Context: an optimization exercise on an open-source flow, tuned for small area. The choices shown serve that exercise and are no tape-out recipe.
RTL that was checked went through simulation tests only; none was proved equivalent to the original.
No activity file was given, so power comes from the tool's default toggle rates.

== oak ==
// pcodec
module pcodec (
  input  wire        clk,
  input  wire        rst,
  input  wire        start,
  input  wire [7:0]  op,
  input  wire [19:0] a_len,
  input  wire [19:0] out_cap,
  output wire        busy,
  output wire        done,
  output wire        fatal,
  output wire [3:0]  err,
  output wire [19:0] err_off,
  output wire [19:0] out_len,
  output wire        in_re,
  output wire [19:0] in_addr,
  input  wire [7:0]  in_rdata,
  output wire        out_we,
  output wire [19:0] out_addr,
  output reg  [7:0]  out_wdata
);
clock: 10.0 ns
lec_check: 0
abc_area: 1
cap_margin: 20
core_margin: 2
core_utilization: 40
slew_margin: 20
standard.sh (not shown) runs the stock make flow with config.mk's settings and CLKGATE_MAP_FILE= SYNTH_SCRIPT=/design/flow/synth_recipe.tcl, a recipe that flattens the netlist after the stock synthesis.
==> flow/flow/run.sh <==
#!/bin/bash
set -euo pipefail
export BUFFER_PORTS_ARGS="-buffer_cell sky130_fd_sc_hd__buf_1"
export CTS_ARGS="-sink_clustering_enable -repair_clock_nets -dont_use_dummy_load -buf_list {sky130_fd_sc_hd__clkbuf_4 sky130_fd_sc_hd__clkbuf_8}"
bash standard.sh finish > standard_flow.log 2>&1
Changes in pine relative to oak:
-- flow/design.v --
<<< oak, line 76
  reg [2:0]  idx;
  reg [1:0]  mode;
  reg [2:0]  errc;    
  reg        wp;
  reg        f1;    
>>> pine, line 76
  reg [2:0]  idx;
  reg [1:0]  mode;
  reg [3:0]  errc;
  reg        wp;
  reg        f1;    
<<< oak, line 262
  wire         klt_nx = (dl_d < kcd) | ((dl_d == kcd) & klt_in);
  wire         keq_nx = keq_in & (dl_d == kcd);
  wire e8   = (errc == 3'd1);
  wire offv = (errc == 3'd3) | (errc == 3'd4) | (errc == 3'd5) | (errc == 3'd6);
  assign fatal    = done & (|errc);
  assign err      = {e8, errc[2:1], errc[0] & ~e8} & {4{done}};
  assign err_off  = OP & {20{done & offv}};
  assign out_len  = OP & {20{done & ~(|errc)}};
>>> pine, line 262
  wire         klt_nx = (dl_d < kcd) | ((dl_d == kcd) & klt_in);
  wire         keq_nx = keq_in & (dl_d == kcd);
  wire offv = ~errc[3] & (errc[2] | (errc[1] & errc[0])) & ~(errc[2] & errc[1] & errc[0]);
  assign fatal    = done & (|errc);
  assign err      = errc & {4{done}};
  assign err_off  = OP & {20{done & offv}};
  assign out_len  = OP & {20{done & ~(|errc)}};
<<< oak, line 354
    if (rst) begin
      st <= S_IDLE;
    end else if (idle) begin
      if (start) begin
        if (op == 8'h01) begin st <= C_INIT; errc <= 3'd0; end
        else if (op == 8'h02) begin st <= D_INIT; errc <= 3'd0; end
        else begin st <= S_DONE; errc <= 3'd1; end
      end
    end else if (p0 && wr_en && !olt && ((st == C_CD) || (st == D_DC) || (st == D_EM))) begin
      st <= S_DONE;
      errc <= 3'd7;
    end else if (plast) begin
      case (st)
>>> pine, line 353
    if (rst) begin
      st <= S_IDLE;
      errc <= 4'd0;
    end else if (idle) begin
      if (start) begin
        if (op == 8'h01) begin st <= C_INIT; errc <= 4'd0; end
        else if (op == 8'h02) begin st <= D_INIT; errc <= 4'd0; end
        else begin st <= S_DONE; errc <= 4'd8; end
      end
    end else if (p0 && wr_en && !olt && ((st == C_CD) || (st == D_DC) || (st == D_EM))) begin
      st <= S_DONE;
      errc <= 4'd7;
    end else if (plast) begin
      case (st)
<<< oak, line 410
              M_END: begin
                st <= S_DONE;
                if (!ole_f) errc <= 3'd7;
              end
              default: begin
>>> pine, line 410
              M_END: begin
                st <= S_DONE;
                if (!ole_f) errc <= 4'd7;
              end
              default: begin
<<< oak, line 424
        D_INIT, D_SECT: st <= eq0_f ? S_DONE : D_H0;
        D_H0: begin
          if (lt2_f) errc <= 3'd5;
          else if (f1) errc <= 3'd3;
          st <= D_H1;
        end
>>> pine, line 424
        D_INIT, D_SECT: st <= eq0_f ? S_DONE : D_H0;
        D_H0: begin
          if (lt2_f) errc <= 4'd5;
          else if (f1) errc <= 4'd3;
          st <= D_H1;
        end
<<< oak, line 432
        D_H3: begin
          wp <= 1'b0;
          if (gt_f) begin st <= D_ERR; errc <= 3'd5; end
          else if (eq0_f) st <= D_SECT;
          else st <= f2 ? D_I0 : D_DC;
>>> pine, line 432
        D_H3: begin
          wp <= 1'b0;
          if (gt_f) begin st <= D_ERR; errc <= 4'd5; end
          else if (eq0_f) st <= D_SECT;
          else st <= f2 ? D_I0 : D_DC;
<<< oak, line 440
        end
        D_I0: begin
          if (f1) begin st <= D_ERR; errc <= 3'd4; end
          else if (lt3_f) begin st <= D_ERR; errc <= 3'd6; end
          else st <= D_I1;
        end
>>> pine, line 440
        end
        D_I0: begin
          if (f1) begin st <= D_ERR; errc <= 4'd4; end
          else if (lt3_f) begin st <= D_ERR; errc <= 4'd6; end
          else st <= D_I1;
        end
==> notes.md <==
| fraction of area in non-clock buffers | pine vs oak | ≈ equal |. Going from oak to pine, number of fill cells barely changed; die area now smaller; maximum number of pins on one net before global-route repair now sits lower; final area dropped 0.84%; depth of the worst register-to-register path moved up. [compare] base=oak new=pine: logic gate share of total power moved up, clock network power consumption went up by about 2%. oak ended up with primary input to flip-flop as its kind of critical path; pine ended up with flip-flop to flip-flop.
The RTL of oak was laid out without a check of its function.

==> static timing again, ports no longer ideal <==
The flow's constraints put no driver on any port. The routed layouts listed below were extracted and timed again, unchanged, in two steps. Step 1, drivers: a clkbuf_16 drives clk and a buf_2 each remaining input, both assumed. Step 2 moves the port delays by t, midway between the first and last clock arrival at a register: inputs arrive t later, outputs are due t later. That takes back most of the time a late clock gives input paths. a / b / c = ideal / step 1 / step 2; a / b = the first two.
run	t (ns)	slack for setup (ns)	worst setup path at the end	slew at the worst register clock pin (ns)
oak	0.482	3.356 / 3.358 / 2.881	input to register	0.09 / 0.09
pine	0.504	3.261 / 3.261 / 2.817	input to register	0.12 / 0.12
After both steps every run listed still meets setup and hold. The setup slack of oak, which loses most, moves by +0.002 ns with the drivers and by -0.475 ns with both steps.
